This is an optimization exercise on Yosys and OpenROAD, whose aim is small area, a short achievable clock period and few clock cycles per item, not a production implementation. Only simulation tests tie the RTL to the original design; equivalence was not proved. Power is estimated from default activity; no workload was simulated.

## flow/design.v (module list and top-level ports; edited modules follow where they fit)
// module hdcorr_engine: 869 lines
module hdcorr_engine (
    input  wire        clk,
    input  wire        rst,
    input  wire        in_valid,
    output wire        in_ready,
    input  wire [31:0] in_data,
    output wire        rsp_valid,
    input  wire        rsp_ready,
    output wire [3:0]  rsp_status,
    output wire [31:0] rsp_val_i,
    output wire [31:0] rsp_val_q
);
  // ...
==> flow/flow/run.sh <==
#!/bin/bash
# Standard ORFS layout (the standard.sh, unchanged synthesis) with:
# - timing repair asked to leave extra setup slack (SETUP_SLACK_MARGIN), so
#   that it works towards a shorter achieved period, on a share of the
#   violating endpoints (TNS_END_PERCENT);
# - port buffers of a stronger buffer cell than the default, and resizing not
#   limited to cells of the same footprint.
# Constraints and clock period are the design's; make's output goes to
# standard.log, each ORFS step's log to orfs/logs/.
set -euo pipefail
read MARGIN TNS BUF < flow/repair.txt
bash standard.sh SETUP_SLACK_MARGIN=$MARGIN TNS_END_PERCENT=$TNS \
    "BUFFER_PORTS_ARGS=-buffer_cell $BUF" MATCH_CELL_FOOTPRINT=0 finish > standard.log 2>&1
==> flow/flow/repair.txt <==
9.6 20 sky130_fd_sc_hd__buf_4
==> flow/standard.sh <==
#!/bin/bash
# synth_recipe.tcl (not shown) runs the flow's synth.tcl, then flattens the netlist and writes it again
# the make line also repeats each setting of config.mk as NAME=value (left out here)
make -C /OpenROAD-flow-scripts/flow DESIGN_CONFIG=/design/flow/config.mk WORK_HOME=/design/flow/orfs CLKGATE_MAP_FILE= SYNTH_SCRIPT=/design/flow/synth_recipe.tcl "${@:-finish}"
==> flow/config.mk <==
export PLATFORM = sky130hd
export DESIGN_NAME = hdcorr_engine
export DESIGN_NICKNAME = hdcorr_engine
export VERILOG_FILES = /design/flow/design.v
export SDC_FILE = /design/flow/constraint.sdc
export NUM_CORES = 4
export LEC_CHECK = 0
export ABC_AREA = 1
export CAP_MARGIN = 20
export CORE_MARGIN = 2
export CORE_UTILIZATION = 40
export SLEW_MARGIN = 50
==> flow/constraint.sdc <==
create_clock -name core_clock -period 14.0 [get_ports {clk}]
set_input_delay 2.8000 -clock core_clock [delete_from_list [all_inputs] [get_ports {clk}]]
set_output_delay 2.8000 -clock core_clock [all_outputs]
set_load 0.01 [all_outputs]
==> qor.csv, run 1 <==
stage,metric,value,unit
layout,biggestCellCategory,registers,
layout,seq_area,31800,um2
synth,synthFlopType,dfxtp_1,
setup_path,crit_required,14.49,ns
power_and_ir_drop,pwr-share-comb,0.062,
cts,cts.htree.levels,4,
layout,final_area,72300,um2
route,met1_length,77.6,mm
synth,synthMuxAreaShare,0,
cts,clk_latency,0.81,ns
power_and_ir_drop,power-top-group,sequential cells,
route,viasPerCell,5.29,
setup_path,crit_end,ref_e[238],
layout,clkbuf_count,223,
setup_path,r2r_slack,9.66,ns
timing,timing.slew.headroom,0.492,
power_and_ir_drop,p_sw,2000,uW
synth,yosys-top-cells-count,"o21ai_0 (1112), nand2_1 (1047), inv_1 (902), a21oi_1 (759), dfxtp_1 (704)",
outcome,status,timing/DRC/antenna clean,
floorplan,die_x,402,um
layout,drive_gt1_frac,0.0961,
global_route,grt_util_met2,0.342,
setup_path,cp_num_cells,12,
global_route,grt_max_degree,112,
global_route,grt-busiest-layer,met2,
synth,synth_top_family_by_area,compound AO/OA/AOI/OAI gates,
cts,postCtsSetupBuffers,44,
Testbench counts, summed over its fixed seeds: cycles 23,650, items 9,600.
==> run 2: changes to the inputs <==
--- a/flow/design.v
+++ b/flow/design.v
@@ -41,17 +41,19 @@
     reg [4:0]  errlog;
     reg        last_v;
     reg [NMAX-1:0] ref_p, ref_e, rx_i, rx_q;
     reg [1:0]  pst;
     reg [23:0] opcnt;
     reg [2:0]  pend;       
     reg        gen;
     reg [2:0]  gsel;       
-    reg [7:0]  gv;
+    reg [7:0]  gv;         
+    reg [7:0]  g2v;        
+    reg        gprev;      
     reg        clr_pend;   
     reg        pn_ld;      
     reg        rdy;
     reg        tv1;
     reg [2:0]  tk1;
     reg        tv2;
     reg [2:0]  tk2;
     reg        tv3;
@@ -152,38 +154,57 @@
         end else if (pseq_fire && pseq_last) begin
             n_tv = 1'b1;
             n_tk = pend;
         end else if (push_fire) begin
             n_tv = 1'b1;
             n_tk = (pend == ST_OK) ? K_CORR : pend;
         end
     end
-    reg [7:0] gmask, glmask, ginit;
+    reg [7:0] gmask, glmask, ginit, gend;
     always @(*) begin
         case (gsel)
-        3'd0:    begin gmask = 8'h03; glmask = 8'h03; ginit = 8'h02; end
-        3'd1:    begin gmask = 8'h05; glmask = 8'h07; ginit = 8'h04; end
-        3'd2:    begin gmask = 8'h09; glmask = 8'h0F; ginit = 8'h08; end
-        3'd3:    begin gmask = 8'h12; glmask = 8'h1F; ginit = 8'h10; end
-        3'd4:    begin gmask = 8'h21; glmask = 8'h3F; ginit = 8'h20; end
-        3'd5:    begin gmask = 8'h44; glmask = 8'h7F; ginit = 8'h40; end
-        default: begin gmask = 8'h8E; glmask = 8'hFF; ginit = 8'h80; end
+        3'd0:    begin gmask = 8'h03; glmask = 8'h03; ginit = 8'h02; gend = 8'h00; end
+        3'd1:    begin gmask = 8'h05; glmask = 8'h07; ginit = 8'h04; gend = 8'h00; end
+        3'd2:    begin gmask = 8'h09; glmask = 8'h0F; ginit = 8'h08; gend = 8'h00; end
+        3'd3:    begin gmask = 8'h12; glmask = 8'h1F; ginit = 8'h10; gend = 8'h00; end
+        3'd4:    begin gmask = 8'h21; glmask = 8'h3F; ginit = 8'h20; gend = 8'h09; end
+        3'd5:    begin gmask = 8'h44; glmask = 8'h7F; ginit = 8'h40; gend = 8'h28; end
+        default: begin gmask = 8'h8E; glmask = 8'hFF; ginit = 8'h80; gend = 8'hA3; end
         endcase
     end
-    wire       gfb   = ^(gv & gmask);
-    wire [7:0] gnext = ((gv << 1) | {7'd0, gfb}) & glmask;
-    wire       gdone = (gnext == ginit);
+    reg [7:0] g2init;
+    always @(*) begin
+        case (sel[2:0])
+        3'd4:    g2init = 8'h24;
+        3'd5:    g2init = 8'h54;
+        default: g2init = 8'hD1;
+        endcase
+    end
+    wire       gsplit = (gsel >= 3'd4);
+    wire       gfb    = ^(gv & gmask);
+    wire [7:0] gnext  = ((gv << 1) | {7'd0, gfb}) & glmask;
+    wire       g2fb   = ^(g2v & gmask);
+    wire [7:0] g2next = ((g2v << 1) | {7'd0, g2fb}) & glmask;
+    wire       gdone = gsplit ? (gnext == gend) : (gnext == ginit);
     wire ref_sh = ref_ld | gen;
-    wire new_p  = gen ? gfb  : hd_q;
+    wire new_p  = gen ? (gsplit ? g2fb : gfb) : hd_q;
     wire new_e  = gen ? 1'b0 : (hd_i ^ hd_q);
+    reg [NMAX-1:0] ref_p_d, ref_e_d;
+    always @(*) begin
+        ref_p_d = {ref_p[NMAX-2:0], new_p};
+        ref_e_d = {ref_e[NMAX-2:0], new_e};
+        if (gen && gsel == 3'd4) begin ref_p_d[32]  = gprev; ref_e_d[32]  = 1'b0; end
+        if (gen && gsel == 3'd5) begin ref_p_d[64]  = gprev; ref_e_d[64]  = 1'b0; end
+        if (gen && gsel == 3'd6) begin ref_p_d[128] = gprev; ref_e_d[128] = 1'b0; end
+    end
     always @(posedge clk) begin
         if (ref_sh) begin
-            ref_p <= {ref_p[NMAX-2:0], new_p};
-            ref_e <= {ref_e[NMAX-2:0], new_e};
+            ref_p <= ref_p_d;
+            ref_e <= ref_e_d;
         end
     end
     always @(posedge clk) begin
         if (clr_pend) begin
             rx_i <= {NMAX{1'b0}};
             rx_q <= {NMAX{1'b0}};
         end else if (push_ok) begin
             rx_i <= {rx_i[NMAX-2:0], hd_i};
@@ -758,16 +779,17 @@
             pn_ld <= 1'b0;
             if (pn_ld) pn <= opcnt[7:0];
             if (cmd_fire) begin
                 opcnt <= arg;
                 pend  <= (opc == OP_PUSH) ? (is_bound ? ST_OK : E_STATE)
                        : (!is_empty ? E_STATE : (arg_big ? E_LENMAX : ST_OK));
                 gsel  <= sel[2:0];
                 gv    <= 8'd1 << (sel[2:0] + 3'd1);
+                g2v   <= g2init;
                 case (opc)
                 OP_PSEQ: if (!arg_z) begin
                     pst   <= P_PSEQ;
                     pn_ld <= is_empty & ~arg_big;
                 end
                 OP_PUSH: if (arg_z) begin
                     pst  <= P_PUSH;
                 end
@@ -812,17 +834,19 @@
                     end
                 end
             end
             if (push_fire) begin
                 pst <= P_CMD;
                 if (pend == ST_OK) last_v <= 1'b1;
             end
             if (gen) begin
-                gv <= gnext;
+                gv    <= gnext;
+                g2v   <= g2next;
+                gprev <= gfb;
                 pn <= (8'd1 << ({1'b0, gsel} + 4'd2)) - 8'd1;
                 if (gdone) gen <= 1'b0;
             end
             if (tv1) begin
                 case (tk1)
                 E_OPCODE: errlog[0] <= 1'b1;
                 E_STATE:  errlog[1] <= 1'b1;
                 E_SEL:    errlog[2] <= 1'b1;
--- a/flow/config.mk
+++ b/flow/config.mk
@@ -4,9 +4,11 @@
 export VERILOG_FILES = /design/flow/design.v
 export SDC_FILE = /design/flow/constraint.sdc
 export NUM_CORES = 4
 export LEC_CHECK = 0
 export ABC_AREA = 1
 export CAP_MARGIN = 20
 export CORE_MARGIN = 2
 export CORE_UTILIZATION = 40
+export CTS_CLUSTER_DIAMETER = 80
+export CTS_CLUSTER_SIZE = 20
 export SLEW_MARGIN = 50
==> run 2 against run 1 <==
Net effect: largest cell class unchanged; combinational power up 4.0%; worst hold slack improved by 0.0075 ns; fmax decreased by 2.6%; critical endpoint is now r0[2].
==> qor.csv, run 2 <==
stage,metric,value,unit,change
outcome,status,timing/DRC/antenna clean,,unchanged
setup_path,path_common_cell,fa_1,,was buf_16
min_path,min_path_type,register to register,,unchanged
synth,synthDistinctLibCells,60,,was 66
synth,syn_avg_cell_area,8.81,um2,about the same
timing,drv_slew,0,,unchanged
layout,syn2layout_area_growth,11.1,%,was 14.3%
placed_design,placed_area,66500,um2,was 65800 um2
layout,diodes,0,,was 1
cts,clock-root-buffer,clkbuf_16,,unchanged
cts,clock-sinks,1303,,was 1294
setup_path,crit_required,14.59,ns,was 14.49 ns
synth,ys_seq_area_frac,0.502,,was 0.503
layout,final_cell_mix,"o21ai_0 (1119), nand2_1 (1065), inv_1 (903), a21oi_1 (753), dfxtp_1 (697)",,"was o21ai_0 (1100), nand2_1 (1042), inv_1 (884), a21oi_1 (757), dfxtp_1 (695)"
placed_design,dp_hpwl,120,mm,was 116 mm
power_and_ir_drop,pwr_density_cell,102,nW/um2,was 117 nW/um2
timing,setup_ws,9.47,ns,was 9.59 ns
layout,drive_gt1_frac,0.0854,,was 0.0961
min_path,hp-start,tk3[0],,was tk3[2]
route,vias,50303,,was 49855
timing,finalClockSkew,0.0471,ns,was 0.0551 ns
global_route,grt_usage,0.216,,about the same
setup_path,rr_startpoint,pn[2],,was pn[3]
cts,clk_latency,0.73,ns,was 0.81 ns
global_route,gr-total-overflow,0,,unchanged
synth,yosysTopAreaCell,edfxtp_1,,unchanged
power_and_ir_drop,ir_drop,0.0000939,V,was 0.000127 V
route,drtIter0Drc,4692,,was 4721
setup_path,crit_fanout,10,,was 38
floorplan,fp-row-count,146,,was 145
layout,final_area,70900,um2,was 72300 um2
floorplan,core,158000,um2,was 157000 um2
synth,synth_edf_count,599,,was 590
floorplan,die_y,404,um,was 402 um
cts,cts_max_path_buffers,3,,unchanged
synth,synth_top_cells_by_area,"edfxtp_1 (28%), dfxtp_1 (22%), o21ai_0 (8.9%)",,"was edfxtp_1 (28%), dfxtp_1 (22%), o21ai_0 (8.8%)"
cts,cts.htree.levels,3,,was 4
layout,nFillCells,15057,,was 14727
synth,synthesis.area,63900,um2,was 63300 um2
timing,finalHoldViolCount,0,,unchanged
floorplan,die_x,404,um,was 402 um
route,detail_route.first_pass.iterations,5,,was 8
route,drc,0,,unchanged
setup_path,cp-end-kind,register,,unchanged
setup_path,cp_cell_sequence,nor2_1 -> buf_4 -> inv_8 -> nor2_4 -> buf_4 -> inv_1 -> o211ai_1 -> fa_2 -> inv_1 -> fa_1 -> fa_1 -> fa_1,,was buf_4 -> nand2_8 -> nor2_4 -> inv_2 -> nor2_2 -> buf_8 -> inv_4 -> o21ai_4 -> buf_12 -> buf_16 -> buf_16 -> clkbuf_16
placed_design,dpl_worst_slack,7.67,ns,was 7.65 ns
cts,cts_buffers,82,,was 144
setup_path,crit_type,register to register,,was input port to register
floorplan,start_util,0.403,,was 0.404
floorplan,io_pins,106,,unchanged
synth,yosysWarnings,1,,unchanged
placed_design,portBuffers,104,,unchanged
global_route,grt_pass1_wl,275,mm,was 272 mm
timing,fmax,221,MHz,was 227 MHz
timing,min_period,4.53,ns,was 4.41 ns
synth,synth_cells,7250,,was 7177
timing,finalSetupViolations,0,,unchanged
power_and_ir_drop,p_leak,0.0270,uW,was 0.0276 uW
cts,tritoncts,yes,,unchanged
placed_design,place_congestion,0.947,,was 0.912
global_route,grt_antenna_before_repair,5,,was 6
route,drtAntennaViolNets,0,,unchanged
cts,clk_pin_slew_worst_paths,0.09,ns,was 0.06 ns
global_route,grt_max_degree,115,,was 112
setup_path,start_kind,register,,was input port
synth,yosys-top-cells-count,"o21ai_0 (1134), nand2_1 (1079), inv_1 (923), a21oi_1 (756), dfxtp_1 (704)",,"was o21ai_0 (1112), nand2_1 (1047), inv_1 (902), a21oi_1 (759), dfxtp_1 (704)"
synth,async_reset_ff_frac,0,,unchanged
layout,final_common_cell,o21ai_0,,unchanged
timing,rsz0062_at_grt,true,,unchanged
synth,synth_seq_cells,1303,,was 1294
job,maxCapViolations,0,,unchanged
setup_path,crit_arrival,5.11,ns,was 4.89 ns
synth,synth_most_common_cell,o21ai_0,,unchanged
route,viasPerCell,5.36,,was 5.29
synth,synth_top_area_frac,0.282,,was 0.280
setup_path,startpoint,pn[2],,was in_valid
route,wl_per_cell,19.6,um,was 18.9 um
timing,worst_pin_slew,0.779,ns,was 0.753 ns
timing,timing.slew.headroom,0.478,,was 0.492
timing,period_share,0.323,,was 0.315
route,wirelength,184,mm,was 179 mm
synth,synthFlopType,dfxtp_1,,unchanged
floorplan,fp.dieArea,163000,um2,was 161000 um2
timing,setup_tns,0,ns,unchanged
setup_path,slowest_delay,0.67,ns,was 0.27 ns
synth,syn_nets,7572,,was 7498
layout,fin_nets,7563,,was 7562
setup_path,cpMaxStageDelayCell,fa_2,,was buf_16
global_route,grt_pass1_vias,46332,,was 46185
## run 2: worst paths after layout
check             endpoint  slack (ns)  depth (start not counted)
setup / recovery     r0[2]        9.47                         12
hold / removal      tk4[0]        0.33                          0
setup reg to reg     r0[2]        9.47                         12
hold reg to reg     tk4[0]        0.33                          0
## run 2: logic make-up (layout without fill, tap and decap cells)
family                   Yosys count  after routing  share of synthesized area
flip-flops                      1303           1303                      0.502
AO/OA/AOI/OAI                   2167           2167                      0.181
AND/OR/NAND/NOR                 2093           2095                      0.135
adder cells (fa/ha/maj)          286            286                     0.0854
XOR/XNOR                         117            117                     0.0160
multiplexers                       1              1                   0.000176
buffers and inverters           1282           1337                     0.0799
other                              1              1                  0.0000587
## run 2: cell type report
cell class              count  area, um2  area share
flip-flops and latches   1303      32100       0.453
multi-input cells        4667      27100       0.382
inverters                 939       3610      0.0509
repair buffers            248       2960      0.0418
well taps                2072       2590      0.0365
clock buffers             126       2300      0.0324
clock inverters            24        283     0.00399
## run 2: through the flow
stage | cells | hold WS, ns | utilization | power [uW]
2_1_floorplan | 7250 | 0.310 | - | 4600
3_3_place_gp | 9141 | 0.312 | 0.418 | 4730
3_5_place_dp | 9146 | 0.314 | 0.420 | 4750
4_1_cts | 9347 | 0.333 | 0.444 | 7310
5_1_grt | 9379 | 0.335 | 0.448 | 7530
6_report | 9379 | 0.332 | 0.448 | 7270
## run 2: per-layer routing
metal / wire length (um) / vias up / part of all wire / track usage
met5: 13 / - / 0.000071 / 0
met4: 6010 / 2 / 0.033 / 0.0668
met3: 14100 / 285 / 0.077 / 0.0369
met2: 83100 / 1662 / 0.45 / 0.341
met1: 80600 / 24304 / 0.44 / 0.303
li1: - / 24050 / - / -
## run 2: critical path, delay by kind of cell, from the launching register on
| family | cells | cell delay [ns] |
|---|---|---|
| buffers and inverters | 5 | 1.05 |
| AO/OA/AOI/OAI | 1 | 0.53 |
| flip-flops | 1 | 0.43 |
| adder cells (fa/ha/maj) | 4 | 2.08 |
| AND/OR/NAND/NOR | 2 | 0.26 |
## run 2: what timing repair did
item                                    CTS  global route
endpoints found under the setup margin  969           371
hold buffers                              0             0
pin swaps                                20            11
buffers inserted                         33            17
resized for setup                       169            60
gates cloned                             18            13
## run 2: power breakdown
group	internal, uW	leakage (uW)	switching [uW]
Clock	1190	0.00124	1390
Sequential	4070	0.0111	77.3
Combinational	253	0.0146	290
Total	5510	0.0270	1760
Testbench counts of run 2, summed over its fixed seeds: cycles 22,922, items 9,600.
==> run 3: changes to the inputs <==
==> flow/flow/repair.txt (replaced) <==
9.6 10 sky130_fd_sc_hd__buf_4
--- a/flow/config.mk
+++ b/flow/config.mk
@@ -9,5 +9,5 @@
 export CAP_MARGIN = 20
 export CORE_MARGIN = 2
-export CORE_UTILIZATION = 40
+export CORE_UTILIZATION = 50
 export CTS_CLUSTER_DIAMETER = 80
 export CTS_CLUSTER_SIZE = 20
==> run 3 against run 2 <==
Net effect: sequential cell count stayed put; sequential power hardly changed; clock skew is 0.0031 ns lower; utilization is 11 points higher; die area is 20% lower; wire length hardly changed; design area is 0.14% lower; clock power is 4% higher; via count is 0.46% lower; register-to-register slack better by 0.05 ns; power is 1.7% higher; critical path type unchanged; critical endpoint unchanged.
==> qor.csv, run 3 <==
stage,metric,value,unit,change
placed_design,placed_area,66000,um2,was 66500 um2
synth,yosysWarnings,1,,unchanged
synth,synth_top_cells_by_area,"edfxtp_1 (28%), dfxtp_1 (22%), o21ai_0 (8.9%)",,unchanged
route,vias,50073,,was 50303
layout,fin_nets,7579,,was 7563
synth,synthFlopType,dfxtp_1,,unchanged
layout,syn2layout_area_growth,10.9,%,was 11.1%
layout,drive_gt1_frac,0.0895,,was 0.0854
floorplan,die_y,361,um,was 404 um
floorplan,die_x,361,um,was 404 um
route,drtAntennaViolNets,0,,unchanged
timing,min_period,4.47,ns,was 4.53 ns
job,maxCapViolations,0,,unchanged
route,drc,0,,unchanged
cts,cts.htree.levels,3,,unchanged
synth,synthesis.area,63900,um2,unchanged
layout,final_cell_mix,"o21ai_0 (1118), nand2_1 (1067), inv_1 (895), a21oi_1 (754), dfxtp_1 (697)",,"was o21ai_0 (1119), nand2_1 (1065), inv_1 (903), a21oi_1 (753), dfxtp_1 (697)"
timing,period_share,0.319,,was 0.323
cts,clock-root-buffer,clkbuf_16,,unchanged
route,viasPerCell,5.57,,was 5.36
timing,drv_slew,0,,unchanged
setup_path,crit_type,register to register,,unchanged
setup_path,cp-end-kind,register,,unchanged
floorplan,fp.dieArea,131000,um2,was 163000 um2
power_and_ir_drop,p_total,7390,uW,was 7270 uW
placed_design,place_congestion,0.930,,was 0.947
setup_path,crit_arrival,5.03,ns,was 5.11 ns
global_route,grt_pass1_vias,46354,,was 46332
power_and_ir_drop,ir_drop,0.0000896,V,was 0.0000939 V
synth,async_reset_ff_frac,0,,unchanged
timing,worst_pin_slew,0.749,ns,was 0.779 ns
floorplan,core,127000,um2,was 158000 um2
cts,cts_max_path_buffers,3,,unchanged
cts,cts_hold_buf,0,,unchanged
timing,setup_tns,0,ns,unchanged
cts,tritoncts,yes,,unchanged
timing,fmax,224,MHz,was 221 MHz
setup_path,start_kind,register,,unchanged
setup_path,crit_required,14.56,ns,was 14.59 ns
global_route,grt_pass1_wl,279,mm,was 275 mm
placed_design,portBuffers,104,,unchanged
synth,synth_cells,7250,,unchanged
cts,clock-sinks,1303,,unchanged
layout,finish.utilization,0.557,,was 0.448
timing,finalSetupViolations,0,,unchanged
synth,syn_nets,7572,,unchanged
synth,syn_avg_cell_area,8.81,um2,unchanged
global_route,grt_max_degree,119,,was 115
layout,final_area,70800,um2,was 70900 um2
timing,hold_ws,0.331,ns,was 0.332 ns
timing,timing.slew.headroom,0.499,,was 0.478
synth,synth_edf_count,599,,unchanged
synth,synth_top_area_frac,0.282,,unchanged
route,drtIter0Drc,4913,,was 4692
placed_design,dp_hpwl,119,mm,was 120 mm
layout,final_common_cell,o21ai_0,,unchanged
synth,yosysTopAreaCell,edfxtp_1,,unchanged
setup_path,crit_fanout,8,,was 10
power_and_ir_drop,p_leak,0.0271,uW,was 0.0270 uW
cts,cts_buffers,84,,was 82
power_and_ir_drop,pwr_density_cell,104,nW/um2,was 102 nW/um2
timing,finalClockSkew,0.0441,ns,was 0.0471 ns
route,wl_per_cell,20.4,um,was 19.6 um
global_route,grt_usage,0.276,,was 0.216
cts,clk_latency,0.72,ns,was 0.73 ns
route,detail_route.first_pass.iterations,8,,was 5
cts,clk_pin_slew_worst_paths,0.09,ns,about the same
synth,synthDistinctLibCells,60,,unchanged
floorplan,io_pins,106,,unchanged
synth,ys_seq_area_frac,0.502,,unchanged
route,wirelength,184,mm,about the same
global_route,gr-total-overflow,0,,unchanged
outcome,status,timing/DRC/antenna clean,,unchanged
synth,synth_seq_cells,1303,,unchanged
synth,yosys-top-cells-count,"o21ai_0 (1134), nand2_1 (1079), inv_1 (923), a21oi_1 (756), dfxtp_1 (704)",,unchanged
floorplan,fp-row-count,131,,was 146
timing,rsz0062_at_grt,true,,unchanged
global_route,grt_antenna_before_repair,5,,unchanged
min_path,min_path_type,register to register,,unchanged
timing,finalHoldViolCount,0,,unchanged
layout,diodes,0,,unchanged
floorplan,start_util,0.502,,was 0.403
synth,synth_most_common_cell,o21ai_0,,unchanged
## run 3: cell counts after synthesis
No cell type changed its count.
## run 3: final timing paths
check / slack, ns / cells past startpoint / endpoint / start
max: 9.53 / 13 / r0[2] / pn[0]
min: 0.33 / 0 / tk4[0] / tk3[0]
max reg2reg: 9.53 / 13 / r0[2] / pn[0]
min reg2reg: 0.33 / 0 / tk4[0] / tk3[0]
## run 3: worst max-delay path, stage by stage, from the launching register on
cell and delay [ns]:
dfxtp_1 0.31, buf_4 0.18, nor2_4 0.17, inv_1 0.12, nor2_4 0.17, buf_8 0.19
buf_8 0.19, inv_1 0.16, o211ai_1 0.63, fa_2 0.66, inv_1 0.13, fa_1 0.42
fa_2 0.56, fa_1 0.42
## run 3: cell families (layout without fill, tap and decap cells)
family / Yosys count / after routing / synth area share
AOI/OAI and AO/OA: 2167 / 2167 / 0.181
adders and majority gates: 286 / 286 / 0.0854
muxes: 1 / 1 / 0.000176
DFF: 1303 / 1303 / 0.502
other: 1 / 1 / 0.0000587
buffers and inverters: 1282 / 1360 / 0.0799
xor gates and xnor gates: 117 / 117 / 0.0160
and+or+nand+nor: 2093 / 2094 / 0.135
## run 3: through the flow
step	setup WS [ns]	instances
finish	9.53	8991
global route	9.48	8991
CTS	9.49	8966
detailed placement	7.81	8742
global placement	7.07	8734
floorplan	1.95	7250
## run 3: power by group
group | switching, uW | leakage [uW] | total (uW) | internal, uW
sequential | 81.0 | 0.0111 | 4150 | 4070
combinational | 291 | 0.0147 | 559 | 269
clock | 1420 | 0.00132 | 2680 | 1270
total | 1790 | 0.0271 | 7390 | 5610
## run 3: repair_timing
| item | in CTS | in global routing |
|---|---|---|
| pin swaps | 14 | 12 |
| buffers inserted | 35 | 18 |
| cloned | 31 | 6 |
| setup endpoints to repair | 1004 | 400 |
| resized for setup | 146 | 70 |
## run 3: cell type report
| cell class | instances | area, um2 |
|---|---|---|
| Timing Repair inverter | 1 | 5.00 |
| Timing Repair Buffer | 262 | 3190 |
| Sequential cell | 1303 | 32100 |
| Tap cell | 1662 | 2080 |
| Fill cell | 11486 | 56400 |
| Inverter | 939 | 3620 |
| Clock inverter | 26 | 329 |
| Multi-Input combinational cell | 4666 | 27100 |
| Clock buffer | 132 | 2410 |
## run 3: per-layer routing
metal / vias to the layer above / global-route usage / routed length (um)
met2: 1548 / 0.433 / 82800
met5: - / 0 / 46
met4: 6 / 0.0776 / 5290
met3: 250 / 0.0471 / 13900
met1: 24183 / 0.393 / 81700
li1: 24086 / - / -
==> run 4: changes to the inputs <==
==> flow/flow/repair.txt (replaced) <==
9.5 5 sky130_fd_sc_hd__buf_4
==> run 4 against run 3 <==
Net effect: still clean; design area down 0.43%; setup slack worse by 0.092 ns; final cell count down 0.16%; largest cell class unchanged; largest power group unchanged.
==> qor.csv, run 4 <==
stage,metric,value,unit,change
setup_path,crit_fanout,12,,was 8
power_and_ir_drop,pwr_density_cell,105,nW/um2,was 104 nW/um2
timing,worst_pin_slew,0.812,ns,was 0.749 ns
min_path,worstHoldPathCells,0,,unchanged
floorplan,io_pins,106,,unchanged
synth,synth_top_cells_by_area,"edfxtp_1 (28%), dfxtp_1 (22%), o21ai_0 (8.9%)",,unchanged
placed_design,dp_hpwl,119,mm,unchanged
floorplan,core,127000,um2,unchanged
route,viasPerCell,5.58,,was 5.57
cts,clock-root-buffer,clkbuf_16,,unchanged
layout,nFillCells,11509,,was 11486
synth,synth_compound_gate_area_share,0.181,,unchanged
job,maxCapViolations,0,,unchanged
cts,clk_latency,0.71,ns,was 0.72 ns
synth,ys_seq_area_frac,0.502,,unchanged
synth,synthXorXnorAreaFrac,0.0160,,unchanged
synth,synthDistinctLibCells,60,,unchanged
timing,rsz0062_at_grt,true,,unchanged
synth,synth_top_family_by_area,compound AO/OA/AOI/OAI gates,,unchanged
setup_path,crit_required,14.64,ns,was 14.56 ns
route,drc,0,,unchanged
min_path,whs_endpoint,tk4[0],,unchanged
setup_path,r2r_slack,9.44,ns,was 9.53 ns
placed_design,place_congestion,0.930,,unchanged
synth,synth_seq_cells,1303,,unchanged
synth,synth_most_common_cell,o21ai_0,,unchanged
cts,cts_buffers,84,,unchanged
floorplan,fp.dieArea,131000,um2,unchanged
timing,fmax,219,MHz,was 224 MHz
setup_path,r2r-end,r0[9],,was r0[2]
synth,yosys.area_share.simple,0.135,,unchanged
synth,synthMuxAreaShare,0.000176,,unchanged
cts,tritoncts,yes,,unchanged
timing,finalHoldViolCount,0,,unchanged
synth,syn_nets,7572,,unchanged
route,drtAntennaViolNets,0,,unchanged
floorplan,start_util,0.502,,unchanged
synth,syn_avg_cell_area,8.81,um2,unchanged
timing,finalSetupViolations,0,,unchanged
synth,synth_cells,7250,,unchanged
layout,final_area,70500,um2,was 70800 um2
synth,synth_top_area_frac,0.282,,unchanged
min_path,hp-start,tk3[0],,unchanged
cts,cts_hold_buf,0,,unchanged
global_route,grt_antenna_before_repair,5,,unchanged
placed_design,dpl_worst_slack,7.81,ns,unchanged
layout,fin_nets,7564,,was 7579
power_and_ir_drop,p_leak,0.0271,uW,about the same
layout,final_common_cell,o21ai_0,,unchanged
setup_path,rr_startpoint,pn[3],,was pn[0]
global_route,gr-total-overflow,0,,unchanged
global_route,grt_pass1_wl,272,mm,was 279 mm
synth,yosysWarnings,1,,unchanged
floorplan,die_x,361,um,unchanged
layout,finish.utilization,0.555,,was 0.557
synth,synthesis.area,63900,um2,unchanged
synth,yosys-top-cells-count,"o21ai_0 (1134), nand2_1 (1079), inv_1 (923), a21oi_1 (756), dfxtp_1 (704)",,unchanged
timing,drv_slew,0,,unchanged
cts,cts.htree.levels,3,,unchanged
layout,syn2layout_area_growth,10.5,%,was 10.9%
timing,min_period,4.56,ns,was 4.47 ns
cts,clock-sinks,1303,,unchanged
synth,yosysTopAreaCell,edfxtp_1,,unchanged
placed_design,placed_area,66000,um2,unchanged
timing,period_share,0.326,,was 0.319
placed_design,portBuffers,104,,unchanged
timing,setup_tns,0,ns,unchanged
layout,final_cell_mix,"o21ai_0 (1126), nand2_1 (1069), inv_1 (906), a21oi_1 (755), dfxtp_1 (698)",,"was o21ai_0 (1118), nand2_1 (1067), inv_1 (895), a21oi_1 (754), dfxtp_1 (697)"
setup_path,start_kind,register,,unchanged
timing,setup_ws,9.44,ns,was 9.53 ns
synth,async_reset_ff_frac,0,,unchanged
route,wl_per_cell,20.4,um,about the same
synth,synth_edf_count,599,,unchanged
global_route,grt_pass1_vias,45745,,was 46354
floorplan,fp-row-count,131,,unchanged
route,detail_route.first_pass.iterations,6,,was 8
floorplan,die_y,361,um,unchanged
setup_path,rr_worst_depth,13,,unchanged
layout,drive_gt1_frac,0.0835,,was 0.0895
cts,clk_pin_slew_worst_paths,0.08,ns,was 0.09 ns
min_path,min_path_type,register to register,,unchanged
global_route,grt_max_degree,119,,unchanged
timing,timing.slew.headroom,0.458,,was 0.499
route,drtIter0Drc,4966,,was 4913
synth,synthAdderAreaFrac,0.0854,,unchanged
outcome,status,timing/DRC/antenna clean,,unchanged
cts,cts_max_path_buffers,3,,unchanged
synth,synthFlopType,dfxtp_1,,unchanged
global_route,grt_usage,0.268,,was 0.276
route,wirelength,183,mm,was 184 mm
setup_path,cp-end-kind,register,,unchanged
setup_path,crit_arrival,5.21,ns,was 5.03 ns
setup_path,crit_type,register to register,,unchanged
route,vias,50071,,was 50073
power_and_ir_drop,ir_drop,0.0000902,V,was 0.0000896 V
timing,finalClockSkew,0.0429,ns,was 0.0441 ns
## run 4: cell types whose count changed in the layout (fill, tap and decap cells not counted), moves of 3 or more
cell	delta
o21ai_0	+8
o21ai_1	-7
fa_1	+4
buf_4	-9
clkinvlp_4	-5
nor2_2	-4
fa_2	-4
ha_4	-3
inv_1	+11
nor2_1	+6
buf_12	-3
inv_2	-6
## run 4: kinds of logic (layout without fill, tap and decap cells)
group           after synthesis  in the layout
flops                      1303           1303
simple gates               2093           2094
xor+xnor                    117            117
other cells                   1              2
buf+inv                    1282           1345
fa+ha+maj                   286            286
compound gates             2167           2167
mux                           1              1
## run 4: routing by layer
metal  GRT usage  up-vias  part of all wire
met5           0        -           0.00038
met4      0.0708        4             0.026
met3      0.0421      231             0.074
met2       0.422     1602              0.45
met1       0.386    24181              0.45
li1            -    24053                 -
## run 4: layout make-up
cell class / count / area [um2] / share of cell area
Sequential cell: 1303 / 32100 / 0.455
Multi-Input combinational cell: 4666 / 27000 / 0.383
Inverter: 939 / 3590 / 0.0509
Timing Repair Buffer: 248 / 3030 / 0.0430
Clock buffer: 132 / 2410 / 0.0341
Tap cell: 1662 / 2080 / 0.0295
Clock inverter: 26 / 329 / 0.00467
Antenna cell: 1 / 2.50 / 0.0000355
## run 4: power by group
group	total, uW	internal [uW]	switching (uW)	leakage [uW]
registers	4150	4070	81.1	0.0111
logic	550	264	286	0.0146
clock network	2680	1270	1420	0.00132
## run 4: stage by stage
stage	instances	total power (uW)	hold slack [ns]
floorplan	7250	4600	0.310
global placement	8734	4730	0.312
detailed placement	8742	4740	0.312
CTS	8940	7420	0.331
global route	8976	7650	0.339
finish	8977	7390	0.331
## run 4: repair_timing
action                                  CTS  global route
setup buffers                            25            15
pin swaps                                 9             8
endpoints found under the setup margin  984           767
cloned                                   15            20
gates resized for setup                 117            41
## run 4: worst max-delay path by stage
stage | from | endpoint | depth (start not counted) | slack [ns]
CTS | pn[0] | r0[9] | 13 | 9.36
detailed placement | in_valid | ref_e[88] | 10 | 7.81
finish | pn[3] | r0[9] | 13 | 9.44
global route | pn[0] | r0[9] | 13 | 9.34
global placement | in_valid | ref_e[87] | 10 | 7.07
floorplan | in_valid | ref_e[0] | 7 | 1.95
## run 4: critical path: stages, from the launching register on
cell and delay (ns):
dfxtp_1 0.32, buf_6 0.18, nor2_1 0.24, inv_4 0.19, nor2_4 0.18, buf_8 0.20
buf_8 0.19, inv_1 0.15, o211ai_1 0.54, fa_2 0.66, inv_1 0.13, fa_1 0.42
fa_1 0.53, fa_1 0.56

afterwards: timing with drivers on the ports:
The results above use ideal ports. As a check the final layouts listed here were re-extracted and re-timed, cells and wires unchanged.
Step 1 (the two cells are an assumption about what drives the block):
set clk [get_ports {clk}]
set_driving_cell -lib_cell sky130_fd_sc_hd__clkbuf_16 $clk
set_driving_cell -lib_cell sky130_fd_sc_hd__buf_2 [delete_from_list [all_inputs] $clk]
Step 2 adds t to the input delays and takes it off the output delays; t is the mean of the earliest and latest rising clock arrival at the registers after step 1. Input paths then give back, and output paths get back, about the clock's delay inside the block.
Slacks: ideal / step 1 / step 2; pairs: ideal / step 1.
run | shift t [ns] | setup WS [ns] | worst setup path at the end | worst data-port slew with drivers (ns) | pins driven straight from the clock port
run 1 | 0.855 | 9.593 / 9.577 / 8.787 | input to register | 0.04 | 1
run 2 | 0.789 | 9.474 / 9.474 / 8.872 | input to register | 0.05 | 1
run 3 | 0.770 | 9.527 / 9.527 / 8.805 | input to register | 0.04 | 1
run 4 | 0.770 | 9.435 / 9.435 / 8.799 | input to register | 0.04 | 1
After both steps setup and hold are still met in every run listed. For run 1, which loses most, drivers alone change the setup slack by -0.016 ns; drivers and shift together by -0.806 ns.
